Background: an optimization exercise with open tools, aiming at small area, a short achievable clock period and few clock cycles. Do not read the settings as production practice.
Function was checked by simulation only, so behaviour that the tests miss may differ from the original.
No activity file was given, so power comes from the tool's default toggle rates.

`flow/design.v`:
```
module saes_core (
    input  wire        clk,
    input  wire        rst,
    input  wire        bus_valid,
    input  wire        bus_write,
    input  wire [3:0]  bus_addr,
    input  wire [15:0] bus_wdata,
    output wire        bus_ready,
    output reg  [15:0] bus_rdata
);
    localparam [3:0] A_CMD    = 4'd0,
                     A_STATUS = 4'd1,
                     A_DIN    = 4'd2,
                     A_DOUT   = 4'd3,
                     A_KEY1   = 4'd4,
                     A_KEY2   = 4'd5,
                     A_KEY3   = 4'd6,
                     A_KEYLEN = 4'd7,
                     A_IV     = 4'd8,
                     A_CHAIN  = 4'd9,
                     A_PBUF   = 4'd10;
    localparam [4:0] OP_NOP     = 5'h00,
                     OP_GFMUL   = 5'h01,
                     OP_SUBNIB  = 5'h02,
                     OP_SUBBYTE = 5'h03,
                     OP_ROTNIB  = 5'h04,
                     OP_SUBNIBS = 5'h05,
                     OP_SHIFT   = 5'h06,
                     OP_MIXCOL  = 5'h07,
                     OP_ADDKEY  = 5'h08,
                     OP_KEYEXP  = 5'h09,
                     OP_ENC     = 5'h0A,
                     OP_DEC     = 5'h0B,
                     OP_DENC    = 5'h10,
                     OP_DDEC    = 5'h11,
                     OP_EDEENC  = 5'h12,
                     OP_EDEDEC  = 5'h13,
                     OP_EEEENC  = 5'h14,
                     OP_EEEDEC  = 5'h15,
                     OP_CBCEI   = 5'h18,
                     OP_CBCEB   = 5'h19,
                     OP_CBCEK   = 5'h1A,
                     OP_CBCEF   = 5'h1B,
                     OP_CBCDI   = 5'h1C,
                     OP_CBCDB   = 5'h1D,
                     OP_CBCDL   = 5'h1E;
    localparam [2:0] E_OK      = 3'd0,
                     E_KEYLEN  = 3'd1,
                     E_PADDING = 3'd2,
                     E_SEQ     = 3'd3,
                     E_ILLEGAL = 3'd4;
    localparam [1:0] M_IDLE = 2'd0,
                     M_ENC  = 2'd1,
                     M_DEC  = 2'd2;
    localparam [1:0] K_1 = 2'd0,
                     K_2 = 2'd1,
                     K_3 = 2'd2,
                     K_CBC = 2'd3;
    function [3:0] gf_mul;
        input [3:0] a;
        input [3:0] b;
        reg   [3:0] p;
        reg   [4:0] aa;
        integer i;
        begin
            p  = 4'd0;
            aa = {1'b0, a};
            for (i = 0; i < 4; i = i + 1) begin
                if (b[i]) p = p ^ aa[3:0];
                aa = {aa[3:0], 1'b0};
                if (aa[4]) aa = aa ^ 5'b10011;
            end
            gf_mul = p;
        end
    endfunction
    function [3:0] gfm;
        input [3:0] a;
        input [3:0] b;
        reg [3:0] a1, a2, a3;
        begin
            a1 = {a[2], a[1], a[0] ^ a[3], a[3]};
            a2 = {a1[2], a1[1], a1[0] ^ a1[3], a1[3]};
            a3 = {a2[2], a2[1], a2[0] ^ a2[3], a2[3]};
            gfm = ({4{b[0]}} & a) ^ ({4{b[1]}} & a1) ^ ({4{b[2]}} & a2) ^ ({4{b[3]}} & a3);
        end
    endfunction
    function [3:0] sbox; input [3:0] n; begin
        case (n[3:1]) 3'd0: sbox[0] = ~n[0]; 3'd1: sbox[0] = n[0]; 3'd2: sbox[0] = 1'b1; 3'd3: sbox[0] = n[0]; 3'd4: sbox[0] = 1'b0; 3'd5: sbox[0] = n[0]; 3'd6: sbox[0] = 1'b0; 3'd7: sbox[0] = 1'b1; endcase
        case (n[3:1]) 3'd0: sbox[1] = 1'b0; 3'd1: sbox[1] = 1'b1; 3'd2: sbox[1] = 1'b0; 3'd3: sbox[1] = 1'b0; 3'd4: sbox[1] = 1'b1; 3'd5: sbox[1] = n[0]; 3'd6: sbox[1] = n[0]; 3'd7: sbox[1] = 1'b1; endcase
        case (n[3:1]) 3'd0: sbox[2] = n[0]; 3'd1: sbox[2] = 1'b0; 3'd2: sbox[2] = ~n[0]; 3'd3: sbox[2] = n[0]; 3'd4: sbox[2] = ~n[0]; 3'd5: sbox[2] = 1'b0; 3'd6: sbox[2] = 1'b1; 3'd7: sbox[2] = 1'b1; endcase
        case (n[3:1]) 3'd0: sbox[3] = ~n[0]; 3'd1: sbox[3] = 1'b1; 3'd2: sbox[3] = ~n[0]; 3'd3: sbox[3] = ~n[0]; 3'd4: sbox[3] = 1'b0; 3'd5: sbox[3] = 1'b0; 3'd6: sbox[3] = 1'b1; 3'd7: sbox[3] = ~n[0]; endcase
    end endfunction
    function [3:0] sbox_inv; input [3:0] n; begin
        case (n[3:1]) 3'd0: sbox_inv[0] = n[0]; 3'd1: sbox_inv[0] = 1'b1; 3'd2: sbox_inv[0] = 1'b1; 3'd3: sbox_inv[0] = n[0]; 3'd4: sbox_inv[0] = 1'b0; 3'd5: sbox_inv[0] = n[0]; 3'd6: sbox_inv[0] = 1'b0; 3'd7: sbox_inv[0] = ~n[0]; endcase
        case (n[3:1]) 3'd0: sbox_inv[1] = ~n[0]; 3'd1: sbox_inv[1] = n[0]; 3'd2: sbox_inv[1] = n[0]; 3'd3: sbox_inv[1] = n[0]; 3'd4: sbox_inv[1] = ~n[0]; 3'd5: sbox_inv[1] = 1'b1; 3'd6: sbox_inv[1] = 1'b0; 3'd7: sbox_inv[1] = n[0]; endcase
        case (n[3:1]) 3'd0: sbox_inv[2] = n[0]; 3'd1: sbox_inv[2] = 1'b0; 3'd2: sbox_inv[2] = n[0]; 3'd3: sbox_inv[2] = n[0]; 3'd4: sbox_inv[2] = ~n[0]; 3'd5: sbox_inv[2] = 1'b0; 3'd6: sbox_inv[2] = 1'b1; 3'd7: sbox_inv[2] = 1'b1; endcase
        case (n[3:1]) 3'd0: sbox_inv[3] = ~n[0]; 3'd1: sbox_inv[3] = 1'b1; 3'd2: sbox_inv[3] = 1'b0; 3'd3: sbox_inv[3] = 1'b1; 3'd4: sbox_inv[3] = 1'b0; 3'd5: sbox_inv[3] = 1'b0; 3'd6: sbox_inv[3] = ~n[0]; 3'd7: sbox_inv[3] = 1'b1; endcase
    end endfunction
    function [15:0] sub_nibs;
        input [15:0] s;
        begin
            sub_nibs = {sbox(s[15:12]), sbox(s[11:8]), sbox(s[7:4]), sbox(s[3:0])};
        end
    endfunction
    function [15:0] sub_nibs_inv;
        input [15:0] s;
        begin
            sub_nibs_inv = {sbox_inv(s[15:12]), sbox_inv(s[11:8]),
                            sbox_inv(s[7:4]), sbox_inv(s[3:0])};
        end
    endfunction
    function [15:0] shift_rows;
        input [15:0] s;
        begin
            shift_rows = {s[15:8], s[3:0], s[7:4]};
        end
    endfunction
    function [15:0] mix_cols;
        input [15:0] s;
        begin
            mix_cols = {s[15:12] ^ gf_mul(4'h4, s[7:4]),
                        s[11:8]  ^ gf_mul(4'h4, s[3:0]),
                        gf_mul(4'h4, s[15:12]) ^ s[7:4],
                        gf_mul(4'h4, s[11:8])  ^ s[3:0]};
        end
    endfunction
    function [15:0] mix_cols_inv;
        input [15:0] s;
        begin
            mix_cols_inv = {gf_mul(4'h9, s[15:12]) ^ gf_mul(4'h2, s[7:4]),
                            gf_mul(4'h9, s[11:8])  ^ gf_mul(4'h2, s[3:0]),
                            gf_mul(4'h2, s[15:12]) ^ gf_mul(4'h9, s[7:4]),
                            gf_mul(4'h2, s[11:8])  ^ gf_mul(4'h9, s[3:0])};
        end
    endfunction
    reg [15:0] cmd_q;
    reg [15:0] din_q;
    reg [15:0] dout_q;      
    reg [15:0] key1_q, key2_q, key3_q;
    reg [2:0]  keylen_q;
    reg [15:0] iv_q;
    reg [15:0] chain_q;
    reg [7:0]  pbuf_q;
    reg [15:0] cbckey_q;
    reg [2:0]  err_q;
    reg [1:0]  outn_q;
    reg [1:0]  mode_q;
    reg        pbv_q;
    reg        busy_q;      
    reg        ph_q;        
    reg [1:0]  pass_q;      
    reg        fin_q;       
    reg [2:0]  ks_q;        
    reg [15:0] rk2_q;
    reg        kv_q;        
    wire [15:0] status_w = {8'h00, pbv_q, mode_q, outn_q, err_q};
    wire        idle_m   = (mode_q == M_IDLE);
    wire is_cmd_wr = bus_valid & bus_write & (bus_addr == A_CMD);
    wire reg_wr    = bus_valid & bus_write & (bus_addr != A_CMD);
    wire [15:0] wd_r = rst ? 16'h0000 : bus_wdata;
    wire [4:0] wop = bus_wdata[4:0];
    wire fast_w = (wop[4] & wop[3] & ~(wop[1] & wop[0]) & (kv_q | ~wop[2] | ~(wop[1] | wop[0]))) |
                  (~wop[4] & wop[3] & ~wop[2] & wop[1] & idle_m & (kv_q | ~wop[0]));
    wire slow_w = ~fast_w;
    wire [15:0] cw  = busy_q ? cmd_q : bus_wdata;
    wire [4:0]  op  = cw[4:0];
    wire        inv = cw[5];
    wire [1:0]  idx = cw[7:6];
    reg op_known;
    always @(*) begin
        case (op)
            OP_NOP, OP_GFMUL, OP_SUBNIB, OP_SUBBYTE, OP_ROTNIB, OP_SUBNIBS,
            OP_SHIFT, OP_MIXCOL, OP_ADDKEY, OP_KEYEXP, OP_ENC, OP_DEC,
            OP_DENC, OP_DDEC, OP_EDEENC, OP_EDEDEC, OP_EEEENC, OP_EEEDEC,
            OP_CBCEI, OP_CBCEB, OP_CBCEK, OP_CBCEF, OP_CBCDI, OP_CBCDB,
            OP_CBCDL: op_known = 1'b1;
            default:  op_known = 1'b0;
        endcase
    end
    wire inv_ok = !inv || (op == OP_SUBNIB) || (op == OP_SUBBYTE) ||
                  (op == OP_SUBNIBS) || (op == OP_MIXCOL);
    wire idx_ok = (idx == 2'd0) || ((op == OP_KEYEXP) && (idx != 2'd3));
    wire legal  = (cw[15:8] == 8'h00) && op_known && inv_ok && idx_ok;
    reg [1:0] keys_needed;
    always @(*) begin
        case (op)
            OP_ADDKEY, OP_KEYEXP, OP_ENC, OP_DEC,
            OP_CBCEI, OP_CBCDI:                  keys_needed = 2'd1;
            OP_DENC, OP_DDEC, OP_EDEENC, OP_EDEDEC: keys_needed = 2'd2;
            OP_EEEENC, OP_EEEDEC:                keys_needed = 2'd3;
            default:                             keys_needed = 2'd0;
        endcase
    end
    wire key_err = (keys_needed != 2'd0) && (keylen_q != {1'b0, keys_needed});
    reg seq_err;
    always @(*) begin
        case (op)
            OP_CBCEB, OP_CBCEF: seq_err = (mode_q != M_ENC);
            OP_CBCEK:           seq_err = (mode_q != M_ENC) || pbv_q;
            OP_CBCDB, OP_CBCDL: seq_err = (mode_q != M_DEC);
            default:            seq_err = 1'b0;
        endcase
    end
    wire cmd_ok = legal && !seq_err && !key_err;
    reg [1:0] last_pass;
    reg       pass_dec;     
    always @(*) begin
        last_pass = 2'd0;
        pass_dec  = 1'b0;
        case (op)
            OP_DEC:    pass_dec = 1'b1;
            OP_MIXCOL: last_pass = 2'd1;
            OP_DENC:   last_pass = 2'd1;
            OP_DDEC: begin
                last_pass = 2'd1;
                pass_dec  = 1'b1;
            end
            OP_EDEENC: begin
                last_pass = 2'd2;
                pass_dec  = (pass_q == 2'd1);
            end
            OP_EDEDEC: begin
                last_pass = 2'd2;
                pass_dec  = (pass_q != 2'd1);
            end
            OP_EEEENC: last_pass = 2'd2;
            OP_EEEDEC: begin
                last_pass = 2'd2;
                pass_dec  = 1'b1;
            end
            OP_CBCDB, OP_CBCDL: pass_dec = 1'b1;
            default: ;
        endcase
    end
    localparam [2:0] PK_1 = 3'd0, PK_2 = 3'd1, PK_3 = 3'd2, PK_CBC = 3'd3,
                     PK_Z = 3'd4, PK_C1 = 3'd5, PK_C2 = 3'd6;
    function [2:0] pass_key;
        input [4:0] o;
        input       iv;
        input [1:0] p;
        begin
            case (o)
                OP_DENC:   pass_key = (p == 2'd0) ? PK_1 : PK_2;
                OP_DDEC:   pass_key = (p == 2'd0) ? PK_2 : PK_1;
                OP_EDEENC,
                OP_EDEDEC: pass_key = (p == 2'd1) ? PK_2 : PK_1;
                OP_EEEENC: pass_key = (p == 2'd0) ? PK_1 : (p == 2'd1) ? PK_2 : PK_3;
                OP_EEEDEC: pass_key = (p == 2'd0) ? PK_3 : (p == 2'd1) ? PK_2 : PK_1;
                OP_CBCEB, OP_CBCEK, OP_CBCEF, OP_CBCDB, OP_CBCDL:
                           pass_key = PK_CBC;
                OP_SUBNIB, OP_SUBBYTE, OP_SUBNIBS:
                           pass_key = iv ? PK_C1 : PK_Z;
                OP_MIXCOL: pass_key = iv ? ((p == 2'd0) ? PK_C2 : PK_C1)
                                         : ((p == 2'd0) ? PK_C1 : PK_Z);
                default:   pass_key = PK_1;
            endcase
        end
    endfunction
    function dec_of;
        input [4:0] o;
        input       iv;
        input [1:0] p;
        begin
            case (o)
                OP_DEC, OP_CBCDB, OP_CBCDL,
                OP_DDEC, OP_EEEDEC:   dec_of = 1'b1;
                OP_EDEENC:            dec_of = (p == 2'd1);
                OP_EDEDEC:            dec_of = (p != 2'd1);
                OP_SUBNIB, OP_SUBBYTE,
                OP_SUBNIBS:           dec_of = iv;
                OP_MIXCOL:            dec_of = iv ? (p == 2'd1) : (p == 2'd0);
                default:              dec_of = 1'b0;
            endcase
        end
    endfunction
    wire [4:0] cop  = cmd_q[4:0];
    wire       cinv = cmd_q[5];
    wire [2:0] spec_ks = idle_m ? PK_1 : PK_CBC;
    reg [15:0] key_sel;
    always @(*) begin
        case (busy_q ? ks_q : spec_ks)
            PK_1:    key_sel = key1_q;
            PK_2:    key_sel = key2_q;
            PK_3:    key_sel = key3_q;
            PK_CBC:  key_sel = cbckey_q;
            PK_C1:   key_sel = 16'h09A9;
            PK_C2:   key_sel = 16'hA900;
            default: key_sel = 16'h0000;
        endcase
    end
    wire [7:0]  kw1 = key_sel[7:0];
    wire [7:0]  kw2 = key_sel[15:8] ^ 8'h80 ^ {sbox(kw1[3:0]), sbox(kw1[7:4])};
    wire [7:0]  kw3 = kw2 ^ kw1;
    wire [7:0]  kw4 = kw2 ^ 8'h30 ^ {sbox(kw3[3:0]), sbox(kw3[7:4])};
    wire [7:0]  kw5 = kw4 ^ kw3;
    wire [15:0] rk0 = key_sel;
    wire [15:0] rk1 = {kw2, kw3};
    wire [15:0] rk2 = {kw4, kw5};
    wire        ef      = busy_q && (cop == OP_CBCEF);
    wire        cbc_run = (cop == OP_CBCEB) || (cop == OP_CBCEK) || (cop == OP_CBCEF);
    wire [7:0]  cbc_lo  = ef ? 8'h01 : din_q[7:0];
    wire [15:0] cbc_blk = pbv_q ? {pbuf_q, cbc_lo} : (ef ? 16'h0202 : din_q);
    wire [15:0] cbc_in  = cbc_blk ^ chain_q;
    wire [15:0] e_in  = busy_q ? (cbc_run ? cbc_in : dout_q)
                               : ((mode_q == M_ENC) ? cbc_in : din_q);
    wire [15:0] e_a   = e_in ^ rk0;
    wire [15:0] e_t   = shift_rows(sub_nibs(e_a));
    wire [15:0] e_m   = mix_cols(e_t);
    wire [15:0] e_out = shift_rows(sub_nibs(e_m ^ rk1)) ^ rk2;
    wire [15:0] d_in  = busy_q ? dout_q : din_q;
    wire [15:0] d_s   = sub_nibs_inv(shift_rows(d_in ^ rk2_q));
    wire [15:0] d_m   = mix_cols_inv(d_s ^ rk1);
    wire [15:0] d_out = sub_nibs_inv(shift_rows(d_m)) ^ rk0;
    wire [15:0] pass_res  = pass_dec ? d_out : e_out;
    wire [15:0] cbc_plain = d_out ^ chain_q;
    wire first_done = idle_m &&
                      ((op == OP_DENC) || (op == OP_EDEENC) || (op == OP_EEEENC) ||
                       ((op == OP_EDEDEC) && kv_q));
    wire [1:0] p_first  = first_done ? 2'd1 : 2'd0;
    wire [2:0] ks_first = pass_key(op, inv, p_first);
    wire       skip_ld  = !dec_of(op, inv, p_first) || (ks_first == spec_ks);
    wire       nx_dec   = dec_of(cop, cinv, pass_q + 2'd1);
    wire keeps_dout = (op == OP_NOP) || (op == OP_CBCEI) || (op == OP_CBCDI) ||
                      (op == OP_CBCEB && !pbv_q);
    wire finish     = busy_q && fin_q;
    wire pad_one    = (cbc_plain[7:0] == 8'h01);
    wire pad_two    = (cbc_plain == 16'h0202);
    wire start      = is_cmd_wr && !busy_q;
    wire start_slow = start && slow_w;
    wire act        = is_cmd_wr && (busy_q ? fin_q : fast_w);
    assign bus_ready = !is_cmd_wr || (busy_q ? fin_q : fast_w);
    always @(*) begin
        case (bus_addr)
            A_CMD:    bus_rdata = cmd_q;
            A_STATUS: bus_rdata = status_w;
            A_DIN:    bus_rdata = din_q;
            A_DOUT:   bus_rdata = dout_q;
            A_KEY1:   bus_rdata = key1_q;
            A_KEY2:   bus_rdata = key2_q;
            A_KEY3:   bus_rdata = key3_q;
            A_KEYLEN: bus_rdata = {13'h0000, keylen_q};
            A_IV:     bus_rdata = iv_q;
            A_CHAIN:  bus_rdata = chain_q;
            A_PBUF:   bus_rdata = {8'h00, pbuf_q};
            default:  bus_rdata = 16'h0000;
        endcase
    end
    always @(posedge clk) begin
        if (rst || (reg_wr && bus_addr == A_DIN))    din_q    <= wd_r;
        if (rst || (reg_wr && bus_addr == A_KEY1))   key1_q   <= wd_r;
        if (rst || (reg_wr && bus_addr == A_KEY2))   key2_q   <= wd_r;
        if (rst || (reg_wr && bus_addr == A_KEY3))   key3_q   <= wd_r;
        if (rst || (reg_wr && bus_addr == A_KEYLEN)) keylen_q <= wd_r[2:0];
        if (rst || (reg_wr && bus_addr == A_IV))     iv_q     <= wd_r;
        if (rst || start)                            cmd_q    <= wd_r;
    end
    wire m_start  = !busy_q && slow_w;
    wire m_mid    = busy_q && !fin_q;
    wire m_act    = !m_start && !m_mid;
    wire dout_we  = is_cmd_wr && ((cmd_ok && !keeps_dout && !m_mid) || (m_mid && ph_q));
    wire is_cipher = (op == OP_ENC) || (op == OP_DEC) || (op == OP_DENC) ||
                     (op == OP_DDEC) || (op == OP_EDEENC) || (op == OP_EDEDEC) ||
                     (op == OP_EEEENC) || (op == OP_EEEDEC);
    wire is_cbce  = (op == OP_CBCEB) || (op == OP_CBCEK) || (op == OP_CBCEF);
    wire is_sub   = (op == OP_SUBNIB) || (op == OP_SUBBYTE) || (op == OP_SUBNIBS);
    wire is_mix   = (op == OP_MIXCOL);
    wire [15:0] sub_mask = (op == OP_SUBNIB) ? 16'h000F : (op == OP_SUBBYTE) ? 16'h00FF : 16'hFFFF;
    wire s_pass  = (m_start && first_done) || (m_mid && !is_mix) || (m_act && is_cipher);
    wire s_eout  = (s_pass && !pass_dec) || (m_act && is_cbce);
    wire s_dout  = s_pass && pass_dec;
    wire s_plain = m_act && (op == OP_CBCDB);
    wire s_plhi  = m_act && (op == OP_CBCDL) && pad_one;
    wire s_din   = m_start && !first_done && !((is_sub || is_mix) && !inv) && (op != OP_KEYEXP);
    wire s_srdin = (m_start && (is_sub || is_mix) && !inv) || (m_act && (op == OP_SHIFT));
    wire s_rot   = m_act && (op == OP_ROTNIB);
    wire s_et    = (m_mid && is_mix && inv) || (m_act && is_sub && !inv);
    wire s_srds  = (m_mid && is_mix && !inv) || (m_act && is_sub && inv);
    wire s_em    = m_act && is_mix && !inv;
    wire s_dm    = m_act && is_mix && inv;
    wire s_ea    = m_act && ((op == OP_ADDKEY) || ((op == OP_KEYEXP) && (idx == 2'd0)));
    wire s_rk1   = m_act && (op == OP_KEYEXP) && (idx == 2'd1);
    wire s_rk2   = m_act && (op == OP_KEYEXP) && (idx == 2'd2);
    wire s_gf    = m_act && (op == OP_GFMUL);
    wire [15:0] dout_nx =
        ({16{s_eout}}  & e_out) |
        ({16{s_dout}}  & d_out) |
        ({16{s_plain}} & cbc_plain) |
        ({16{s_plhi}}  & {cbc_plain[15:8], 8'h00}) |
        ({16{s_din}}   & din_q) |
        ({16{s_srdin}} & shift_rows(din_q)) |
        ({16{s_rot}}   & {8'h00, din_q[3:0], din_q[7:4]}) |
        ({16{s_et}}    & e_t & sub_mask) |
        ({16{s_srds}}  & shift_rows(d_s) & sub_mask) |
        ({16{s_em}}    & e_m) |
        ({16{s_dm}}    & d_m) |
        ({16{s_ea}}    & e_a) |
        ({16{s_rk1}}   & rk1) |
        ({16{s_rk2}}   & rk2) |
        ({16{s_gf}}    & {12'h000, gfm(din_q[7:4], din_q[3:0])});
    always @(posedge clk) begin
        if (rst || dout_we)
            dout_q <= rst ? 16'h0000 : dout_nx;
    end
    always @(posedge clk) begin
        rk2_q <= {kw4, kw5};
        kv_q  <= !(rst || busy_q || (reg_wr && bus_addr == A_KEY1) ||
                   (is_cmd_wr && ((wop == OP_CBCEI) || (wop == OP_CBCDI) ||
                                  (wop == OP_CBCDL))));
    end
    always @(posedge clk) begin
        if (rst) begin
            chain_q  <= 16'h0000;
            pbuf_q   <= 8'h00;
            cbckey_q <= 16'h0000;
            err_q    <= E_OK;
            outn_q   <= 2'd0;
            mode_q   <= M_IDLE;
            pbv_q    <= 1'b0;
            busy_q   <= 1'b0;
            ph_q     <= 1'b0;
            pass_q   <= 2'd0;
            fin_q    <= 1'b0;
            ks_q     <= PK_1;
        end else begin
            if (start_slow) begin
                busy_q <= 1'b1;
                ks_q   <= ks_first;
                ph_q   <= skip_ld;
                fin_q  <= !cmd_ok || (skip_ld && (last_pass == p_first));
                if (cmd_ok)
                    pass_q <= p_first;
            end else if (busy_q && !finish) begin
                if (!ph_q) begin
                    ph_q  <= 1'b1;
                    fin_q <= (pass_q == last_pass);
                end else begin
                    pass_q <= pass_q + 2'd1;
                    ks_q   <= pass_key(cop, cinv, pass_q + 2'd1);
                    ph_q   <= !nx_dec;
                    fin_q  <= !nx_dec && (pass_q + 2'd1 == last_pass);
                end
            end
            if (act) begin
                busy_q <= 1'b0;
                pass_q <= 2'd0;
                fin_q  <= 1'b0;
                if (!legal) begin
                    err_q  <= E_ILLEGAL;
                    outn_q <= 2'd0;
                end else if (seq_err) begin
                    err_q  <= E_SEQ;
                    outn_q <= 2'd0;
                end else if (key_err) begin
                    err_q  <= E_KEYLEN;
                    outn_q <= 2'd0;
                end else begin
                    err_q <= E_OK;
                    case (op)
                        OP_NOP: ;
                        OP_CBCEI, OP_CBCDI: begin
                            cbckey_q <= key1_q;
                            chain_q  <= iv_q;
                            pbv_q    <= 1'b0;
                            pbuf_q   <= 8'h00;
                            mode_q   <= (op == OP_CBCEI) ? M_ENC : M_DEC;
                            outn_q   <= 2'd0;
                        end
                        OP_CBCEB, OP_CBCEK, OP_CBCEF: begin
                            if (op == OP_CBCEB && !pbv_q) begin    
                                pbuf_q <= din_q[7:0];
                                pbv_q  <= 1'b1;
                                outn_q <= 2'd0;
                            end else begin
                                chain_q <= e_out;
                                outn_q  <= 2'd2;
                                pbv_q   <= 1'b0;
                                pbuf_q  <= 8'h00;
                                if (op == OP_CBCEF)
                                    mode_q <= M_IDLE;
                            end
                        end
                        OP_CBCDB: begin
                            chain_q <= din_q;
                            outn_q  <= 2'd2;
                        end
                        OP_CBCDL: begin
                            chain_q <= din_q;
                            mode_q  <= M_IDLE;
                            outn_q  <= pad_one ? 2'd1 : 2'd0;
                            if (!pad_one && !pad_two)
                                err_q <= E_PADDING;
                        end
                        default: outn_q <= 2'd2;
                    endcase
                end
            end
        end
    end
endmodule
```
`flow/flow/run.sh`:
```
#!/bin/bash
set -euo pipefail
MARGIN=${MARGIN:-6.0}
bash standard.sh \
    "SETUP_SLACK_MARGIN=${MARGIN}" \
    "BUFFER_PORTS_ARGS=-buffer_cell sky130_fd_sc_hd__buf_4" \
    finish > flow_make.log 2>&1
```
`flow/standard.sh`:
```
#!/bin/bash
# synth_recipe.tcl (not shown) runs the flow's synth.tcl, then flattens the netlist and writes it again
# the make line also repeats each setting of config.mk as NAME=value (left out here)
make -C /OpenROAD-flow-scripts/flow DESIGN_CONFIG=/design/flow/config.mk WORK_HOME=/design/flow/orfs CLKGATE_MAP_FILE= SYNTH_SCRIPT=/design/flow/synth_recipe.tcl "${@:-finish}"
```
`flow/config.mk`:
```
export PLATFORM = sky130hd
export DESIGN_NAME = saes_core
export DESIGN_NICKNAME = saes_core
export VERILOG_FILES = /design/flow/design.v
export SDC_FILE = /design/flow/constraint.sdc
export NUM_CORES = 4
export LEC_CHECK = 0
export CAP_MARGIN = 20
export CORE_MARGIN = 2
export CORE_UTILIZATION = 70
export PLACE_DENSITY = 0.8
export SLEW_MARGIN = 20
```
`flow/constraint.sdc`:
```
create_clock -name core_clock -period 12.0 [get_ports {clk}]
set_input_delay 2.4000 -clock core_clock [delete_from_list [all_inputs] [get_ports {clk}]]
set_output_delay 2.4000 -clock core_clock [all_outputs]
set_load 0.01 [all_outputs]
```
==> results of run 1 <==
[worst max-delay path by stage]
| stage | slack, ns | to | from |
|---|---|---|---|
| 3_3_place_gp | 5.15 | bus_rdata[5] | bus_addr[1] |
| 3_5_place_dp | 5.24 | chain_q[0] | busy_q |
| 2_1_floorplan | 6.01 | bus_rdata[7] | bus_addr[2] |
| 4_1_cts | 5.93 | bus_rdata[7] | bus_addr[1] |
[layer usage]
metal  GRT overflow  track usage (%)
met4              1             60.1
met3              0             48.4
met5              0             11.2
met1              0             72.5
met2              0             86.0
[synthesized netlist by cell type (20+ instances only)]
cell                       number  area [um^2]
sky130_fd_sc_hd__xor2_1        68          596
sky130_fd_sc_hd__o211ai_1      34          255
sky130_fd_sc_hd__nor3_1        51          255
sky130_fd_sc_hd__o22ai_1       39          244
sky130_fd_sc_hd__clkbuf_1      99          372
sky130_fd_sc_hd__nand3_1       55          275
sky130_fd_sc_hd__dfxtp_1       73         1460
sky130_fd_sc_hd__nor2b_1       31          194
sky130_fd_sc_hd__a211oi_1      20          150
sky130_fd_sc_hd__nand2_1      161          604
sky130_fd_sc_hd__xnor2_1      161         1410
sky130_fd_sc_hd__a22oi_1       80          601
sky130_fd_sc_hd__inv_1         21         78.8
sky130_fd_sc_hd__a31oi_1       30          188
sky130_fd_sc_hd__edfxtp_1     115         3450
sky130_fd_sc_hd__o21ai_0      115          576
sky130_fd_sc_hd__a221oi_1      36          315
sky130_fd_sc_hd__nor2_1       150          563
sky130_fd_sc_hd__a21oi_1      105          526
sky130_fd_sc_hd__mux2i_1       57          571
sky130_fd_sc_hd__a221o_1       20          200
sky130_fd_sc_hd__nand2b_1      25          156
[cells by family after synthesis]
kind of cell,after synthesis
muxes,63
and+or+nand+nor,603
adders and majority gates,6
buffers and inverters,148
DFF,188
AOI/OAI and AO/OA,671
xor gates and xnor gates,266
[stage by stage]
stage / utilization, % / cell area, um^2 / worst slack, ns
floorplan: - / 16800 / 6.01
global placement: 73.3 / 17200 / 5.15
detailed placement: 73.5 / 17300 / 5.24
CTS: 79.2 / 18600 / 5.93
[power by group through the flow]
stage	combinational, mW	sequential [mW]	clock (mW)
after global placement	4.46	0.851	0
after floorplan	3.38	0.813	0
after CTS	4.65	0.841	0.626
after detailed placement	4.55	0.855	0
[timing repair]
item | in CTS
gates resized for setup | 68
pin swaps | 21
endpoints found under the setup margin | 51
buffers inserted | 41
==> impl_metrics.toml, run 1 <==
[outcome]
result_of_the_run = "aborted with a tool error"
lastStage = "global routing (5_1_grt)"
run_error = "[ERROR GRT-0232] Routing congestion too high. Check the congestion heatmap in the GUI."

[yosys]
synth_cell_type_count = 99
postSynthAreaPerCell_um2 = 8.59
synthesis.instances = 1945
synthSimpleGateAreaFrac_pct = 17.7
postSynth.topFlopCell = "sky130_fd_sc_hd__edfxtp_1"
yosys_warnings = 1
seq_area_frac_synth_pct = 29.4
synth-edff-count = 115
synth-seq-cells = 188
synthesized_nets = 1974
main_combinational_cell_family_by_area_after_synthesis = "compound AO/OA/AOI/OAI gates"
ys_async_sr_fraction_pct = 0
synth.area.mux_share_pct = 3.82
post_synth_xor_area_fraction_pct = 16.6
synthesis.area_um2 = 16700
synth_compound_gate_area_share_pct = 28.5
post_synth_adder_cell_area_pct = 0.434

[clock_tree]
cts_sinks = 188
max-clock-path-buffers = 2
cts_made_buffers = 17
htree_num_levels = 4
cts.root.buffer_cell = "sky130_fd_sc_hd__clkbuf_16"
count_of_hold_buffers_inserted_by_post_cts_repair = 0

[floorplan]
ios = 41
floorplan.die.width_um = 158
placementRows = 56
die_h_um = 158
initial_core_util_pct = 71.2

[placed_design]
numPortBuffers = 40
place_congestion = 1.19
dp_hpwl_um = 51300
dp.cells = 2213

[global_route]
grt-ovfl-total = 1
grt_max_degree = 59
grt.total_usage_pct = 67.7
Testbench counts, summed over its fixed seeds: cycles 20,364.
==> run 2: changes to the inputs <==
==> flow/run.sh (new file) <==
#!/bin/bash
# synth_recipe.tcl (not shown) runs the flow's synth.tcl, then flattens the netlist and writes it again
# the make line also repeats each setting of config.mk as NAME=value (left out here)
make -C /OpenROAD-flow-scripts/flow DESIGN_CONFIG=/design/flow/config.mk WORK_HOME=/design/flow/orfs CLKGATE_MAP_FILE= SYNTH_SCRIPT=/design/flow/synth_recipe.tcl finish
--- a/flow/config.mk
+++ b/flow/config.mk
@@ -7,6 +7,6 @@
 export LEC_CHECK = 0
 export CAP_MARGIN = 20
 export CORE_MARGIN = 2
-export CORE_UTILIZATION = 70
-export PLACE_DENSITY = 0.8
+export CORE_UTILIZATION = 40
+export SETUP_SLACK_MARGIN = 5
 export SLEW_MARGIN = 20
removed: flow/flow/run.sh
removed: flow/standard.sh
==> run 2 against run 1 <==
Now clean on timing, DRC and antenna; synthesized cell count is the same; area after synthesis unchanged.
==> impl_metrics.toml, run 2 <==
[global_route]
grt.total_usage_pct = 31.5
grt-ovfl-total = 0
antenna_found_initial = 0
grt.met2_usage_pct = 47.5
grt_max_degree = 69
grt_util_met1_pct = 43.3
groute.layer.met3.usage_pct = 7.05
first_global_vias = 15141
grt_most_used_layer = "met2"
first_pass_grt_wire_length_um = 102000

[critical_path]
crit_arrival_ns = 4.60
reg2reg_to = "dout_q[9]"
timing.critical_path.from_type = "primary input"
rr_startpoint = "ks_q[0]"
crit_path_max_fanout = 8
worst_setup_path_startpoint = "bus_wdata[2]"
critPathMaxStageDelay_ns = 0.54
worstRegToRegCells = 15
path_class = "in -> out"
critical_path.cell_chain = "clkdlybuf4s50_1, nor2b_1, o21ai_0, o21ai_0, a211oi_2, mux2i_4, nand2_1, clkdlybuf4s50_1"
timing.critical_path.required_ns = 9.60
regToRegSetupSlack_ns = 5.21
path_delay_family = "buffers and inverters"
critical_path.endpoint_type = "output pin"
critical-path-slowest-cell = "sky130_fd_sc_hd__clkdlybuf4s50_1"
cp_num_buf_inv = 2

[floorplan]
die_h_um = 208
placementRows = 74
ios = 41
floorplan.die.width_um = 208
fp.coreArea_um2 = 41000
initial_core_util_pct = 40.7
design.die.area_um2 = 43400

[yosys]
synthesis.area_um2 = 16700
synthesis.instances = 1945
yosys-top-cells-count = "sky130_fd_sc_hd__nand2_1 (161), sky130_fd_sc_hd__xnor2_1 (161), sky130_fd_sc_hd__nor2_1 (150), sky130_fd_sc_hd__edfxtp_1 (115), sky130_fd_sc_hd__o21ai_0 (115)"
postSynth.topFlopCell = "sky130_fd_sc_hd__edfxtp_1"
synthesized_nets = 1974
synth-edff-count = 115
synth_cell_type_count = 99
yosys_warnings = 1
synth.largest_area_cell = "sky130_fd_sc_hd__edfxtp_1"
ys_async_sr_fraction_pct = 0
postSynthAreaPerCell_um2 = 8.59
synthDominantCellAreaShare_pct = 20.7
seq_area_frac_synth_pct = 29.4
synth-seq-cells = 188
synth_area_leaders = "sky130_fd_sc_hd__edfxtp_1 (21%), sky130_fd_sc_hd__dfxtp_1 (8.7%), sky130_fd_sc_hd__xnor2_1 (8.4%)"

[power_and_ir_drop]
combPwrFrac_pct = 77.2
netSwitchingFraction_pct = 56.0
power-per-cell-area_nw_per_um2 = 345
switchingPower_mw = 3.56
power.static_leakage_nw = 6.31
irDropWorstVdd_uv = 227
share_seq_of_total_power_pct = 13.2
clkPwrFrac_pct = 9.5
internal_power_mw = 2.80

[layout]
stdcell_area_um2 = 18400
drive_above_1_share_pct = 8.40
final_core_area_utilization_pct = 44.9
layout.cells.most_common_list = "sky130_fd_sc_hd__nand2_1 (161), sky130_fd_sc_hd__xnor2_1 (161), sky130_fd_sc_hd__nor2_1 (148)"
layout_area_growth_over_synthesis_pct = 10.3
finalNetCount = 1969
insertedDiodeCount = 0
stdcell_count = 2485

[placed_design]
numPortBuffers = 40
place_area_um2 = 17700
place_congestion = 1.07
dp.cells = 2445
dp_hpwl_um = 53800

[clock_tree]
worst_setup_hold_path_clk_slew_ns = 0.08
cts.root.buffer_cell = "sky130_fd_sc_hd__clkbuf_16"
clock_insertion_delay_worst_skew_ns = 0.46
max-clock-path-buffers = 2
cts_sinks = 188
htree_num_levels = 4
tritoncts = "built"
cts_made_buffers = 17

[drt]
detail_route.drc_violations = 0
total_wirelength_um = 70600
detailroute.via_count = 17033
detailedRoute.firstIterationViolations = 2857
vias_per_cell = 6.85
drt_pre_antenna_iters = 10
ant_nets = 0
wire_per_inst_um = 28.4

[timing]
max_freq_mhz = 143
skew_ns = 0.0125
final.period_utilization_pct = 58.3
timing_worst_slew_pin_value_ns = 1.13
setup-violations-final = 0
drv_slew = 0
max-slew-margin-rel_pct = 22.8
grt_setup_unrepaired = "true"
report.final.hold_viol_count = 0
fin_tns_setup_ns = 0
layout_min_cycle_time_ns = 7.00

[outcome]
result_of_the_run = "complete, no violations"

[hold_path]
hold-path-cell-count = 2
hold_path.class = "reg -> reg"
holdCritStartpoint = "cbckey_q[8]"
worst_hold_path.endpoint = "cbckey_q[8]"

[flow_run]
max_cap_violations = 0
[run 2: what timing repair did]
action,in CTS,in global routing
hold buffers,0,0
endpoints found under the setup margin,17,11
setup buffers,3,1
resized for setup,16,7
pin swaps,2,1
[run 2: layout make-up]
| cell class | count | area, um^2 |
|---|---|---|
| timing repair buffer | 101 | 861 |
| inverter | 23 | 86.3 |
| clock buffer | 17 | 425 |
| clock inverter | 15 | 186 |
| fill | 4039 | 22600 |
| sequential | 188 | 4920 |
| multi-input combinational | 1609 | 11300 |
| tap | 532 | 666 |
[run 2: cells by family (layout without fill, tap and decap cells)]
group / count (synthesis) / count (layout) / share of synthesized area, %
mux: 63 / 63 / 3.82
buf+inv: 148 / 156 / 3.57
compound gates: 671 / 671 / 28.5
fa+ha+maj: 6 / 6 / 0.434
xor+xnor: 266 / 266 / 16.6
simple gates: 603 / 603 / 17.7
flops: 188 / 188 / 29.4
[run 2: routing by layer]
metal	part of all wire, %	vias to the layer above
li1	-	7432
met1	40	8199
met2	43	1217
met3	12	185
met4	4.7	0
met5	0	-
[run 2: power groups by stage]
stage	sequential [mW]	combinational (mW)	clock [mW]
after global placement	0.851	4.65	0
after global routing	0.846	5.16	0.634
after detailed placement	0.851	4.70	0
after floorplan	0.813	3.38	0
final	0.842	4.91	0.606
after CTS	0.836	4.73	0.608
[run 2: worst max path at each step]
| stage | end | slack, ns | cells past startpoint |
|---|---|---|---|
| after floorplan | bus_rdata[11] | 5.78 | 5 |
| after CTS | bus_rdata[4] | 5.02 | 8 |
| after detailed placement | bus_rdata[0] | 4.43 | 7 |
| final | bus_ready | 5.00 | 8 |
| after global placement | bus_rdata[0] | 4.10 | 7 |
| after global routing | bus_ready | 4.85 | 8 |
[run 2: stage by stage]
step / worst slack (ns) / hold slack, ns / total power, mW
after detailed placement: 4.43 / 0.485 / 5.55
after global placement: 4.10 / 0.472 / 5.50
after global routing: 4.85 / 0.529 / 6.64
final: 5.00 / 0.506 / 6.36
after floorplan: 5.78 / 0.444 / 4.19
after CTS: 5.02 / 0.503 / 6.18
[run 2: worst reg2reg max path, cell delays in order, from the launching register on]
cell and delay [ns]:
sky130_fd_sc_hd__dfxtp_1 0.50, sky130_fd_sc_hd__or4b_1 0.66, sky130_fd_sc_hd__nand2_2 0.36, sky130_fd_sc_hd__a221o_1 0.61
sky130_fd_sc_hd__a21boi_0 0.20, sky130_fd_sc_hd__o2bb2ai_1 0.37, sky130_fd_sc_hd__xor2_1 0.60, sky130_fd_sc_hd__xor2_1 0.30
sky130_fd_sc_hd__xor2_1 0.83, sky130_fd_sc_hd__a211oi_1 0.21, sky130_fd_sc_hd__a311oi_2 0.50, sky130_fd_sc_hd__xnor3_1 0.29
sky130_fd_sc_hd__nor3_1 0.16, sky130_fd_sc_hd__and4_1 0.30, sky130_fd_sc_hd__nand3_2 0.29, sky130_fd_sc_hd__o31ai_1 0.42
==> run 3: changes to the inputs <==
==> flow/flow/run.sh (new file) <==
#!/bin/bash
# Layout: the standard flow (standard synthesis, floorplan, placement,
# CTS, routing) with these changes to how the layout is made:
#  - every port is still buffered, with buf_4 cells instead of the slow
#    delay-cell buffers buffer_ports picks by default;
#  - the clock tree is built from clkbuf_8 cells in larger sink clusters
#    and without dummy loads (the tree stays balanced by CTS as usual).
# The SDC (clock period, I/O delays, loads) is unchanged. The make/ORFS
# output goes to flow_make.log here; ORFS keeps each tool's own log under
# orfs/logs/.
set -euo pipefail
MARGIN=${MARGIN:-6.0}
bash standard.sh \
    "SETUP_SLACK_MARGIN=${MARGIN}" \
    "BUFFER_PORTS_ARGS=-buffer_cell sky130_fd_sc_hd__buf_4" \
    "CTS_ARGS=-sink_clustering_enable -repair_clock_nets -dont_use_dummy_load -buf_list sky130_fd_sc_hd__clkbuf_8 -sink_clustering_size 20" \
    finish > flow_make.log 2>&1
==> flow/standard.sh (new file) <==
#!/bin/bash
# synth_recipe.tcl (not shown) runs the flow's synth.tcl, then flattens the netlist and writes it again
# the make line also repeats each setting of config.mk as NAME=value (left out here)
make -C /OpenROAD-flow-scripts/flow DESIGN_CONFIG=/design/flow/config.mk WORK_HOME=/design/flow/orfs CLKGATE_MAP_FILE= SYNTH_SCRIPT=/design/flow/synth_recipe.tcl "${@:-finish}"
--- a/flow/config.mk
+++ b/flow/config.mk
@@ -8,5 +8,4 @@
 export CAP_MARGIN = 20
 export CORE_MARGIN = 2
 export CORE_UTILIZATION = 40
-export SETUP_SLACK_MARGIN = 5
 export SLEW_MARGIN = 20
removed: flow/run.sh
==> run 3 against run 2 <==
Critical path type unchanged; critical path depth unchanged; final area increased by 4.2%; flip-flop and latch count unchanged; maximum frequency is 16% higher; largest cell class unchanged; critical endpoint is now bus_rdata[1]; highest routed layer unchanged; total power fell by 2.9%; routed wire length is 8.0% higher.
==> impl_metrics.toml, run 3 <==
[outcome]
result_of_the_run = "complete, no violations"

[drt]
detailedRoute.firstIterationViolations = 2576
wire_per_inst_um = 30.3
total_wirelength_um = 76200
ant_nets = 0
detailroute.via_count = 17408
vias_per_cell = 6.92
drt_pre_antenna_iters = 7
detail_route.drc_violations = 0

[timing]
drv_slew = 0
fin_worst_hold_slack_ns = 0.498
layout_min_cycle_time_ns = 6.04
skew_ns = 0.0417
setup-violations-final = 0
max-slew-margin-rel_pct = 29.2
final.period_utilization_pct = 50.4
timing_worst_slew_pin_value_ns = 1.05
report.final.hold_viol_count = 0
grt_setup_unrepaired = "true"
max_freq_mhz = 165
fin_tns_setup_ns = 0

[yosys]
synthesis.instances = 1945
postSynthAreaPerCell_um2 = 8.59
ys_async_sr_fraction_pct = 0
synth.largest_area_cell = "sky130_fd_sc_hd__edfxtp_1"
synth_cell_type_count = 99
yosys-top-cells-count = "sky130_fd_sc_hd__nand2_1 (161), sky130_fd_sc_hd__xnor2_1 (161), sky130_fd_sc_hd__nor2_1 (150), sky130_fd_sc_hd__edfxtp_1 (115), sky130_fd_sc_hd__o21ai_0 (115)"
synth-edff-count = 115
synthesized_nets = 1974
postSynth.topFlopCell = "sky130_fd_sc_hd__edfxtp_1"
synthesis.area_um2 = 16700
synth_area_leaders = "sky130_fd_sc_hd__edfxtp_1 (21%), sky130_fd_sc_hd__dfxtp_1 (8.7%), sky130_fd_sc_hd__xnor2_1 (8.4%)"
synthDominantCellAreaShare_pct = 20.7
yosys_warnings = 1
synth-seq-cells = 188
seq_area_frac_synth_pct = 29.4

[clock_tree]
clock_insertion_delay_worst_skew_ns = 0.53
htree_num_levels = 4
tritoncts = "built"
cts_made_buffers = 17
cts_sinks = 188
worst_setup_hold_path_clk_slew_ns = 0.09
cts.root.buffer_cell = "sky130_fd_sc_hd__clkbuf_8"
max-clock-path-buffers = 2

[floorplan]
initial_core_util_pct = 40.7
ios = 41
design.die.area_um2 = 43400
fp.coreArea_um2 = 41000
floorplan.die.width_um = 208
die_h_um = 208
placementRows = 74

[critical_path]
crit_arrival_ns = 3.64
timing.critical_path.from_type = "primary input"
critical-path-slowest-cell = "sky130_fd_sc_hd__a221oi_4"
critical_path.endpoint_type = "output pin"
cp_num_buf_inv = 3
timing.critical_path.required_ns = 9.60
crit_path_max_fanout = 16
critical_path.cell_chain = "buf_16, nand2b_4, buf_4, nor2_4, a22o_1, a221oi_4, nand4_1, buf_4"
critPathMostFrequentCell = "sky130_fd_sc_hd__buf_4"
critPathMaxStageDelay_ns = 0.24
path_delay_family = "compound AO/OA/AOI/OAI gates"
path_class = "in -> out"

[power_and_ir_drop]
power-per-cell-area_nw_per_um2 = 321
internal_power_mw = 2.70
combPwrFrac_pct = 80.5
netSwitchingFraction_pct = 56.3
irDropWorstVdd_uv = 253
switchingPower_mw = 3.48
p_total_mw = 6.17
power.static_leakage_nw = 6.66
share_seq_of_total_power_pct = 13.9
clkPwrFrac_pct = 5.6

[flow_run]
max_cap_violations = 0

[layout]
mostFrequentLayoutCell = "sky130_fd_sc_hd__nand2_1"
layout_area_growth_over_synthesis_pct = 15.0
finalNetCount = 2013
stdcell_area_um2 = 19200
drive_above_1_share_pct = 14.8
final_core_area_utilization_pct = 46.8
layout.cells.most_common_list = "sky130_fd_sc_hd__nand2_1 (159), sky130_fd_sc_hd__xnor2_1 (148), sky130_fd_sc_hd__nor2_1 (145)"
insertedDiodeCount = 0

[placed_design]
place_congestion = 1.07
dp_hpwl_um = 57000
numPortBuffers = 40
place_area_um2 = 17600

[global_route]
first_global_vias = 15687
antenna_found_initial = 1
grt-ovfl-total = 0
grt.total_usage_pct = 34.0
grt_max_degree = 61
first_pass_grt_wire_length_um = 109000

[hold_path]
hold_path.class = "reg -> reg"
-- run 3: cell counts after synthesis --
No cell type changed its count.
-- run 3: worst min-delay path, delay by kind of cell (launching register included) --
kind	cells	cell delay [ns]
AO/OA/AOI/OAI	1	0.05
flip-flops	1	0.34
AND/OR/NAND/NOR	1	0.06
-- run 3: power groups by stage --
stage	Clock [mW]	Combinational, mW	Sequential [mW]
5_1_grt	0.369	5.25	0.858
3_3_place_gp	0	4.63	0.861
3_5_place_dp	0	4.65	0.862
4_1_cts	0.350	4.72	0.848
6_report	0.346	4.97	0.856
2_1_floorplan	0	3.38	0.813
-- run 3: worst paths after layout --
path	slack (ns)	cells past startpoint	endpoint	from
worst max register to register	6.14	14	dout_q[8]	busy_q
worst min-delay path	0.50	2	pbuf_q[5]	pbuf_q[5]
worst max-delay path	5.96	8	bus_rdata[1]	bus_addr[2]
worst min register to register	0.50	2	pbuf_q[5]	pbuf_q[5]
-- run 3: routing by layer --
layer | GRT usage, % | part of all wire [%] | vias to the layer above
met3 | 8.12 | 12 | 236
met1 | 45.4 | 40 | 8432
met2 | 51.0 | 43 | 1239
li1 | - | - | 7501
met5 | 0 | 0 | -
met4 | 17.5 | 5.7 | 0
-- run 3: final cells by class --
class / instances / area (um^2)
inverters: 23 / 90.1
repair buffers: 143 / 1410
clock buffers: 17 / 234
repair inverters: 1 / 5.00
well taps: 532 / 666
multi-input cells: 1610 / 11900
fillers: 3995 / 21800
flip-flops and latches: 188 / 4920
-- run 3: what timing repair did --
| item | 4_1_cts | 5_1_grt |
|---|---|---|
| endpoints found under the setup margin | 46 | 48 |
| pin swaps | 16 | 18 |
| resized for setup | 66 | 66 |
| hold buffers | 0 | 0 |
| setup buffers | 29 | 23 |
| cloned | 1 | 4 |
-- run 3: metrics by stage --
stage	setup slack (ns)	cells
2_1_floorplan	6.01	1945
3_5_place_dp	5.12	2440
6_report	5.96	2514
4_1_cts	5.97	2487
3_3_place_gp	5.20	2440
5_1_grt	5.93	2514
-- run 3: cell families (layout without fill, tap and decap cells) --
family                     Yosys count  count (layout)  synth area share (%)
buffers and inverters              148             184                  3.57
and+or+nand+nor                    603             603                  17.7
AOI/OAI and AO/OA                  671             672                  28.5
adders and majority gates            6               6                 0.434
DFF                                188             188                  29.4
muxes                               63              63                  3.82
xor gates and xnor gates           266             266                  16.6
==> run 4: changes to the inputs <==
--- a/flow/flow/run.sh
+++ b/flow/flow/run.sh
@@ -9,7 +9,7 @@
 # output goes to flow_make.log here; ORFS keeps each tool's own log under
 # orfs/logs/.
 set -euo pipefail
-MARGIN=${MARGIN:-6.0}
+MARGIN=${MARGIN:-6.3}
 bash standard.sh \
     "SETUP_SLACK_MARGIN=${MARGIN}" \
     "BUFFER_PORTS_ARGS=-buffer_cell sky130_fd_sc_hd__buf_4" \
==> run 4 against run 3 <==
Clock power increased by 3%; combinational power increased by 3%; worst hold slack improved by 0.0081 ns; critical path depth decreased by 1; non-clock buffer count increased by 27; first-iteration DRC count increased by 11%; register-to-register slack improved by 0.16 ns; cell count increased by 1.1%; highest routed layer unchanged.
==> impl_metrics.toml, run 4 <==
[critical_path]
crit_arrival_ns = 3.72
crit_path_max_fanout = 7
rr_startpoint = "ks_q[2]"
regToRegSetupSlack_ns = 6.30
path_class = "in -> out"
critical_path.endpoint_type = "output pin"
timing.critical_path.from_type = "primary input"
timing.critical_path.required_ns = 9.60
worst_setup_path_startpoint = "bus_addr[0]"

[floorplan]
initial_core_util_pct = 40.7
floorplan.die.width_um = 208
ios = 41
placementRows = 74
die_h_um = 208
design.die.area_um2 = 43400
fp.coreArea_um2 = 41000

[power_and_ir_drop]
power-per-cell-area_nw_per_um2 = 321
netSwitchingFraction_pct = 55.5
internal_power_mw = 2.82
combPwrFrac_pct = 81.0
irDropWorstVdd_uv = 208
power.static_leakage_nw = 6.91
clkPwrFrac_pct = 5.6
p_total_mw = 6.33
switchingPower_mw = 3.51
share_seq_of_total_power_pct = 13.3

[flow_run]
max_cap_violations = 0

[yosys]
yosys-top-cells-count = "sky130_fd_sc_hd__nand2_1 (161), sky130_fd_sc_hd__xnor2_1 (161), sky130_fd_sc_hd__nor2_1 (150), sky130_fd_sc_hd__edfxtp_1 (115), sky130_fd_sc_hd__o21ai_0 (115)"
seq_area_frac_synth_pct = 29.4
synth-edff-count = 115
postSynth.topFlopCell = "sky130_fd_sc_hd__edfxtp_1"
synthesis.area_um2 = 16700
ys_async_sr_fraction_pct = 0
synth.largest_area_cell = "sky130_fd_sc_hd__edfxtp_1"
yosys_warnings = 1
synth-seq-cells = 188
synthesis.instances = 1945
synthesized_nets = 1974
synth_cell_type_count = 99
synthDominantCellAreaShare_pct = 20.7
postSynthAreaPerCell_um2 = 8.59
synth_area_leaders = "sky130_fd_sc_hd__edfxtp_1 (21%), sky130_fd_sc_hd__dfxtp_1 (8.7%), sky130_fd_sc_hd__xnor2_1 (8.4%)"

[layout]
mostFrequentLayoutCell = "sky130_fd_sc_hd__nand2_1"
layout.filler_cells = 3927
stdcell_area_um2 = 19700
finalNetCount = 2040
layout_area_growth_over_synthesis_pct = 18.1
multi_input_comb_area_um2 = 12200
drive_above_1_share_pct = 18.0
layout.cells.most_common_list = "sky130_fd_sc_hd__nand2_1 (158), sky130_fd_sc_hd__nor2_1 (143), sky130_fd_sc_hd__xnor2_1 (143)"
register_area_um2 = 4920

[timing]
final.period_utilization_pct = 51.0
drv_slew = 0
layout_min_cycle_time_ns = 6.12
max_freq_mhz = 163
max-slew-margin-rel_pct = 25.5
timing_worst_slew_pin_value_ns = 1.12
final.setup.worst_slack_ns = 5.88
report.final.hold_viol_count = 0
setup-violations-final = 0
grt_setup_unrepaired = "true"
skew_ns = 0.0294
fin_tns_setup_ns = 0

[placed_design]
place_congestion = 1.09
place_area_um2 = 17600
dp_hpwl_um = 55900
numPortBuffers = 40
dp_slack_ns = 5.12

[outcome]
result_of_the_run = "complete, no violations"

[drt]
detail_route.drc_violations = 0
wire_per_inst_um = 29.8
ant_nets = 0
vias_per_cell = 6.88
drt_pre_antenna_iters = 6
total_wirelength_um = 75600
detailroute.via_count = 17483
detailedRoute.firstIterationViolations = 2863

[clock_tree]
cts_made_buffers = 17
worst_setup_hold_path_clk_slew_ns = 0.11
count_of_hold_buffers_inserted_by_post_cts_repair = 0
htree_num_levels = 4
clock_insertion_delay_worst_skew_ns = 0.54
cts_sinks = 188
tritoncts = "built"
max-clock-path-buffers = 2
cts.root.buffer_cell = "sky130_fd_sc_hd__clkbuf_8"

[hold_path]
hold_path.class = "reg -> reg"
holdCritStartpoint = "cbckey_q[13]"

[global_route]
first_global_vias = 15894
first_pass_grt_wire_length_um = 110000
antenna_found_initial = 3
grt.total_usage_pct = 34.0
grt_max_degree = 66
grt-ovfl-total = 0
## run 4: cell counts after synthesis
Identical to the previous run, type by type.
## run 4: metal layers
metal	global-route usage (%)	vias up	wire (um)
met5	0	-	0
met4	18.7	0	4920
met3	8.54	260	9490
met2	50.4	1311	31700
met1	45.3	8346	29500
li1	-	7566	-
## run 4: through the flow
step | hold slack (ns) | utilization (%) | cells
2_1_floorplan | 0.444 | - | 1945
3_3_place_gp | 0.472 | 43.0 | 2439
3_5_place_dp | 0.481 | 43.0 | 2439
4_1_cts | 0.506 | 46.3 | 2510
5_1_grt | 0.529 | 48.1 | 2541
6_report | 0.506 | 48.1 | 2542
## run 4: path summary, 6_finish.rpt
path / cells past startpoint / endpoint
worst min-delay path: 2 / cbckey_q[13]
worst max register to register: 17 / dout_q[8]
worst max-delay path: 7 / bus_rdata[2]
worst min register to register: 2 / cbckey_q[13]
## run 4: power groups by stage
stage / registers, mW / logic, mW / clock network, mW
floorplan: 0.813 / 3.39 / 0
global placement: 0.851 / 4.53 / 0
detailed placement: 0.852 / 4.56 / 0
CTS: 0.838 / 4.68 / 0.355
global route: 0.846 / 5.41 / 0.377
finish: 0.843 / 5.13 / 0.356
## run 4: timing repair
item,in CTS,in global routing
gates cloned,5,1
gates resized for setup,94,81
setup buffers,49,30
endpoints found under the setup margin,94,90
pin swaps,28,13
## run 4: cells by family after synthesis
group,after synthesis,synth area share [%]
DFF,188,29.4
adders and majority gates,6,0.434
xor gates and xnor gates,266,16.6
buffers and inverters,148,3.57
AOI/OAI and AO/OA,671,28.5
and+or+nand+nor,603,17.7
muxes,63,3.82
## run 4: cell type report
cell class | instances | share of cell area, %
Timing Repair Buffer | 170 | 8.36
Timing Repair inverter | 1 | 0.0254
Tap cell | 532 | 3.37
Antenna cell | 1 | 0.0127
Clock buffer | 17 | 1.19
Inverter | 23 | 0.457
Multi-Input combinational cell | 1610 | 61.6
Sequential cell | 188 | 25.0
## run 4: worst max-delay path, cell delays in order
cell	delay (ns)
sky130_fd_sc_hd__buf_12	0.10
sky130_fd_sc_hd__nand2b_4	0.17
sky130_fd_sc_hd__nor3_4	0.06
sky130_fd_sc_hd__buf_12	0.14
sky130_fd_sc_hd__a222oi_1	0.53
sky130_fd_sc_hd__nand3_1	0.13
sky130_fd_sc_hd__buf_4	0.18
==> run 5: changes to the inputs <==
--- a/flow/flow/run.sh
+++ b/flow/flow/run.sh
@@ -9,7 +9,7 @@
 # output goes to flow_make.log here; ORFS keeps each tool's own log under
 # orfs/logs/.
 set -euo pipefail
-MARGIN=${MARGIN:-6.3}
+MARGIN=${MARGIN:-5.9}
 bash standard.sh \
     "SETUP_SLACK_MARGIN=${MARGIN}" \
     "BUFFER_PORTS_ARGS=-buffer_cell sky130_fd_sc_hd__buf_4" \
==> run 5 against run 4 <==
Still clean on timing, DRC and antenna; clock skew grew 0.0024 ns; die area stayed put; sequential power grew 2%; synthesized cell count did not move; cell count is 2.8% lower; clock-buffer cell count unchanged; final area shrank 6.6%; setup slack better by 0.0037 ns.
==> impl_metrics.toml, run 5 <==
[layout]
layout.cells.most_common_list = "sky130_fd_sc_hd__nand2_1 (161), sky130_fd_sc_hd__xnor2_1 (151), sky130_fd_sc_hd__nor2_1 (147)"
final_core_area_utilization_pct = 44.9
stdcell_count = 2471
mostFrequentLayoutCell = "sky130_fd_sc_hd__nand2_1"
finalNetCount = 1970
stdcell_area_um2 = 18400
drive_above_1_share_pct = 11.6
layout_area_growth_over_synthesis_pct = 10.3
insertedDiodeCount = 0
layout.filler_cells = 4041

[flow_run]
max_cap_violations = 0

[drt]
vias_per_cell = 6.85
wire_per_inst_um = 29.5
ant_nets = 0
detailedRoute.firstIterationViolations = 2468
detail_route.drc_violations = 0
detailroute.via_count = 16919
drt_pre_antenna_iters = 8
total_wirelength_um = 72900

[global_route]
grt.total_usage_pct = 33.0
grt.met2_usage_pct = 49.8
grt_max_degree = 65
groute.layer.met3.usage_pct = 9.06
antenna_found_initial = 1
first_pass_grt_wire_length_um = 106000
grt_most_used_layer = "met2"
grt-ovfl-total = 0
grt_util_met1_pct = 43.6
first_global_vias = 15737

[yosys]
synth.largest_area_cell = "sky130_fd_sc_hd__edfxtp_1"
synthesis.instances = 1945
synthDominantCellAreaShare_pct = 20.7
postSynthAreaPerCell_um2 = 8.59
synth_area_leaders = "sky130_fd_sc_hd__edfxtp_1 (21%), sky130_fd_sc_hd__dfxtp_1 (8.7%), sky130_fd_sc_hd__xnor2_1 (8.4%)"
synth-edff-count = 115
seq_area_frac_synth_pct = 29.4
yosys-top-cells-count = "sky130_fd_sc_hd__nand2_1 (161), sky130_fd_sc_hd__xnor2_1 (161), sky130_fd_sc_hd__nor2_1 (150), sky130_fd_sc_hd__edfxtp_1 (115), sky130_fd_sc_hd__o21ai_0 (115)"
synth_cell_type_count = 99
yosys_warnings = 1
synthesis.area_um2 = 16700
synth-seq-cells = 188
ys_async_sr_fraction_pct = 0
synthesized_nets = 1974
postSynth.topFlopCell = "sky130_fd_sc_hd__edfxtp_1"

[timing]
max_freq_mhz = 163
grt_setup_unrepaired = "true"
setup-violations-final = 0
max-slew-margin-rel_pct = 22.2
final.period_utilization_pct = 51.0
layout_min_cycle_time_ns = 6.12
timing_worst_slew_pin_value_ns = 1.17
skew_ns = 0.0318
fin_tns_setup_ns = 0
drv_slew = 0
report.final.hold_viol_count = 0

[critical_path]
crit_path_max_fanout = 9
critical_path.endpoint_type = "register"
path_class = "in -> reg"
timing.critical_path.from_type = "primary input"
crit_arrival_ns = 6.34
timing.critical_path.required_ns = 12.22
regToRegSetupSlack_ns = 6.00

[outcome]
result_of_the_run = "complete, no violations"

[power_and_ir_drop]
share_seq_of_total_power_pct = 14.1
power.static_leakage_nw = 6.33
combPwrFrac_pct = 80.1
clkPwrFrac_pct = 5.8
power-per-cell-area_nw_per_um2 = 328
switchingPower_mw = 3.38
netSwitchingFraction_pct = 55.9
p_total_mw = 6.05
irDropWorstVdd_uv = 235
internal_power_mw = 2.67

[clock_tree]
max-clock-path-buffers = 2
count_of_hold_buffers_inserted_by_post_cts_repair = 0
tritoncts = "built"
cts_sinks = 188
clock_insertion_delay_worst_skew_ns = 0.53
cts.root.buffer_cell = "sky130_fd_sc_hd__clkbuf_8"
worst_setup_hold_path_clk_slew_ns = 0.09
cts_made_buffers = 17
htree_num_levels = 4

[floorplan]
floorplan.die.width_um = 208
design.die.area_um2 = 43400
ios = 41
die_h_um = 208
initial_core_util_pct = 40.7
placementRows = 74
fp.coreArea_um2 = 41000

[placed_design]
place_congestion = 1.08
numPortBuffers = 40
dp.cells = 2441
place_area_um2 = 17600
dp_hpwl_um = 55500

[hold_path]
hold_path.class = "reg -> reg"
## run 5: cell counts after synthesis
No cell type changed its count.
## run 5: power groups by stage
stage / Combinational, mW / Clock (mW) / Sequential, mW
final: 4.85 / 0.348 / 0.856
after global routing: 5.12 / 0.374 / 0.860
after CTS: 4.61 / 0.353 / 0.848
after detailed placement: 4.55 / 0 / 0.862
after global placement: 4.53 / 0 / 0.863
after floorplan: 3.38 / 0 / 0.813
## run 5: area by class of cell
cell class              count  area, um^2  area share [%]
clock buffers              17         234            1.27
flip-flops and latches    188        4920            26.7
multi-input cells        1610       11600            63.2
repair buffers            101         876            4.75
well taps                 532         666            3.61
inverters                  23        86.3           0.468
## run 5: repair_timing
action	CTS	global route
setup endpoints to repair	47	63
pin swaps	6	10
buffers inserted	2	10
gates cloned	1	0
gates resized for setup	36	45
## run 5: cells by family after synthesis
group / share of synthesized area [%]
mux: 3.82
compound gates: 28.5
flops: 29.4
simple gates: 17.7
buf+inv: 3.57
fa+ha+maj: 0.434
xor+xnor: 16.6
## run 5: stage by stage
stage / hold slack, ns / worst slack (ns)
final: 0.509 / 5.88
after CTS: 0.497 / 5.81
after global placement: 0.472 / 5.24
after detailed placement: 0.476 / 5.32
after floorplan: 0.444 / 5.95
after global routing: 0.515 / 5.84
## run 5: path summary, 6_finish.rpt
kind	from	endpoint	depth (start not counted)
setup / recovery	bus_wdata[0]	dout_q[0]	15
hold / removal	cbckey_q[15]	cbckey_q[15]	2
setup reg to reg	ks_q[0]	dout_q[2]	13
hold reg to reg	cbckey_q[15]	cbckey_q[15]	2
## run 5: critical path, cell delays in order
cell and delay [ns]:
sky130_fd_sc_hd__buf_4 0.15, sky130_fd_sc_hd__mux2i_1 0.50, sky130_fd_sc_hd__buf_2 0.31, sky130_fd_sc_hd__a21oi_1 0.07
sky130_fd_sc_hd__o21ai_0 0.37, sky130_fd_sc_hd__nor2_1 0.19, sky130_fd_sc_hd__nand2_1 0.12, sky130_fd_sc_hd__nand2_1 0.20
sky130_fd_sc_hd__a22o_1 0.29, sky130_fd_sc_hd__a221oi_1 0.51, sky130_fd_sc_hd__o221ai_1 0.30, sky130_fd_sc_hd__a221oi_1 0.25
sky130_fd_sc_hd__o21ai_0 0.25, sky130_fd_sc_hd__a221oi_1 0.32, sky130_fd_sc_hd__a21oi_1 0.11
## run 5: metal layers
metal	vias up	part of all wire [%]
li1	7409	-
met1	8130	40
met2	1157	42
met3	221	12
met4	2	5.5
met5	-	0.015
==> run 6: changes to the inputs <==
--- a/flow/flow/run.sh
+++ b/flow/flow/run.sh
@@ -9,7 +9,7 @@
 # output goes to flow_make.log here; ORFS keeps each tool's own log under
 # orfs/logs/.
 set -euo pipefail
-MARGIN=${MARGIN:-5.9}
+MARGIN=${MARGIN:-5.6}
 bash standard.sh \
     "SETUP_SLACK_MARGIN=${MARGIN}" \
     "BUFFER_PORTS_ARGS=-buffer_cell sky130_fd_sc_hd__buf_4" \
==> run 6 against run 5 <==
Highest routed layer is now met4; largest cell class unchanged; cell count shrank 0.28%; clock-buffer cell count is the same; critical path depth shrank 7; sequential power is essentially flat; die area is the same; worst hold slack lost 0.021 ns; routed wire length grew 1.7%; final area shrank 2.0%.
==> impl_metrics.toml, run 6 <==
[drt]
detailroute.via_count = 17005
met2_length_um = 31600
vias_per_cell = 6.90
drt_pre_antenna_iters = 9
detail_route.drc_violations = 0
total_wirelength_um = 74100
met3_wirelength_from_detailed_routing_um = 8600
drt-met1-wl_um = 30400
dr.max_layer_used = "met4"
detailedRoute.firstIterationViolations = 2901

[clock_tree]
cts_sinks = 188
cts.root.buffer_cell = "sky130_fd_sc_hd__clkbuf_8"
cts_made_buffers = 17
htree_num_levels = 4
max-clock-path-buffers = 2
worst_setup_hold_path_clk_slew_ns = 0.07
count_of_hold_buffers_inserted_by_post_cts_repair = 0

[floorplan]
design.die.area_um2 = 43400
placementRows = 74
initial_core_util_pct = 40.7
floorplan.die.width_um = 208
ios = 41

[critical_path]
rr_startpoint = "busy_q"
timing.critical_path.required_ns = 9.60
critical_path.endpoint_type = "output pin"
path_class = "in -> out"
critPathCapture = "bus_ready"
worst_setup_path_startpoint = "bus_wdata[2]"
timing.critical_path.from_type = "primary input"
reg2reg_to = "dout_q[8]"
regToRegSetupSlack_ns = 5.82

[yosys]
synth-edff-count = 115
synth.largest_area_cell = "sky130_fd_sc_hd__edfxtp_1"
yosys_warnings = 1
synthesis.area_um2 = 16700
synth-seq-cells = 188
postSynth.topFlopCell = "sky130_fd_sc_hd__edfxtp_1"
postSynthAreaPerCell_um2 = 8.59
synth_cell_type_count = 99
synth_area_leaders = "sky130_fd_sc_hd__edfxtp_1 (21%), sky130_fd_sc_hd__dfxtp_1 (8.7%), sky130_fd_sc_hd__xnor2_1 (8.4%)"

[power_and_ir_drop]
netSwitchingFraction_pct = 56.7
share_seq_of_total_power_pct = 14.1
clkPwrFrac_pct = 5.8
irDropWorstVdd_uv = 315
power-per-cell-area_nw_per_um2 = 336
switchingPower_mw = 3.44

[layout]
multi_input_comb_area_um2 = 11400
drive_above_1_share_pct = 9.78
register_area_um2 = 4920
insertedDiodeCount = 0
finalNetCount = 1963
layout.filler_cells = 4113
layout_area_growth_over_synthesis_pct = 8.15

[timing]
layout_min_cycle_time_ns = 6.30
timing_worst_slew_pin_value_ns = 1.24
fin_worst_hold_slack_ns = 0.488
max_freq_mhz = 159
skew_ns = 0.0451
final.setup.worst_slack_ns = 5.70
max-slew-margin-rel_pct = 16.7
final.period_utilization_pct = 52.5
fin_tns_setup_ns = 0
grt_setup_unrepaired = "true"
report.final.hold_viol_count = 0

[outcome]
result_of_the_run = "complete, no violations"

[placed_design]
dp_hpwl_um = 56500
numPortBuffers = 40

[global_route]
first_pass_grt_wire_length_um = 107000
grt_max_degree = 52

[hold_path]
hold_path.class = "reg -> reg"

[flow_run]
max_cap_violations = 0
==> run 6: layout make-up <==
cell class                 instances  share of cell area, %
timing repair buffer              94                   4.18
inverter                          23                  0.478
tap                              532                   3.68
clock buffer                      17                   1.30
multi-input combinational       1610                   63.1
sequential                       188                   27.2
==> run 6: power groups by stage <==
stage          clock [mW]  combinational [mW]  sequential (mW)
2_1_floorplan           0                3.38            0.813
3_3_place_gp            0                4.61            0.864
3_5_place_dp            0                4.63            0.863
4_1_cts             0.355                4.67            0.849
5_1_grt             0.373                5.12            0.859
6_report            0.353                4.86            0.856
==> run 6: cell families after synthesis <==
| family | Yosys count | synth area share (%) |
|---|---|---|
| DFF | 188 | 29.4 |
| adders and majority gates | 6 | 0.434 |
| xor gates and xnor gates | 266 | 16.6 |
| muxes | 63 | 3.82 |
| buffers and inverters | 148 | 3.57 |
| and+or+nand+nor | 603 | 17.7 |
| AOI/OAI and AO/OA | 671 | 28.5 |
==> run 6: metal layers <==
metal	up-vias	global-route usage, %
met3	192	6.76
met5	-	0
met4	0	15.0
met1	8228	46.5
li1	7400	-
met2	1185	49.5
==> run 6: how the worst min path moves through the flow <==
stage | start | endpoint | slack, ns | cells after the start
after floorplan | pbuf_q[0] | pbuf_q[0] | 0.44 | 2
after global placement | cbckey_q[13] | cbckey_q[13] | 0.47 | 2
after detailed placement | pbuf_q[2] | pbuf_q[2] | 0.48 | 2
after CTS | pbuf_q[2] | pbuf_q[2] | 0.49 | 2
after global routing | err_q[2] | err_q[2] | 0.53 | 2
final | pbuf_q[2] | pbuf_q[2] | 0.49 | 2
==> run 6: critical path, cell delays in order <==
cell	delay (ns)
sky130_fd_sc_hd__buf_4	0.14
sky130_fd_sc_hd__nor2b_1	0.12
sky130_fd_sc_hd__o21ai_0	0.16
sky130_fd_sc_hd__o21ai_0	0.13
sky130_fd_sc_hd__a211oi_2	0.39
sky130_fd_sc_hd__mux2i_2	0.26
sky130_fd_sc_hd__nand2_1	0.16
sky130_fd_sc_hd__buf_4	0.13
==> run 6: metrics by stage <==
| step | util [%] | area, um^2 |
|---|---|---|
| finish | 44.0 | 18100 |
| global route | 44.0 | 18100 |
| CTS | 43.6 | 17900 |
| detailed placement | 42.8 | 17600 |
| global placement | 42.8 | 17600 |
| floorplan | - | 16700 |
==> run 6: repair_timing <==
action                                  in CTS  in global routing
resized for setup                            9                 15
cloned                                       1                  0
setup buffers                                0                  7
endpoints found under the setup margin      24                 34
pin swaps                                    1                  3
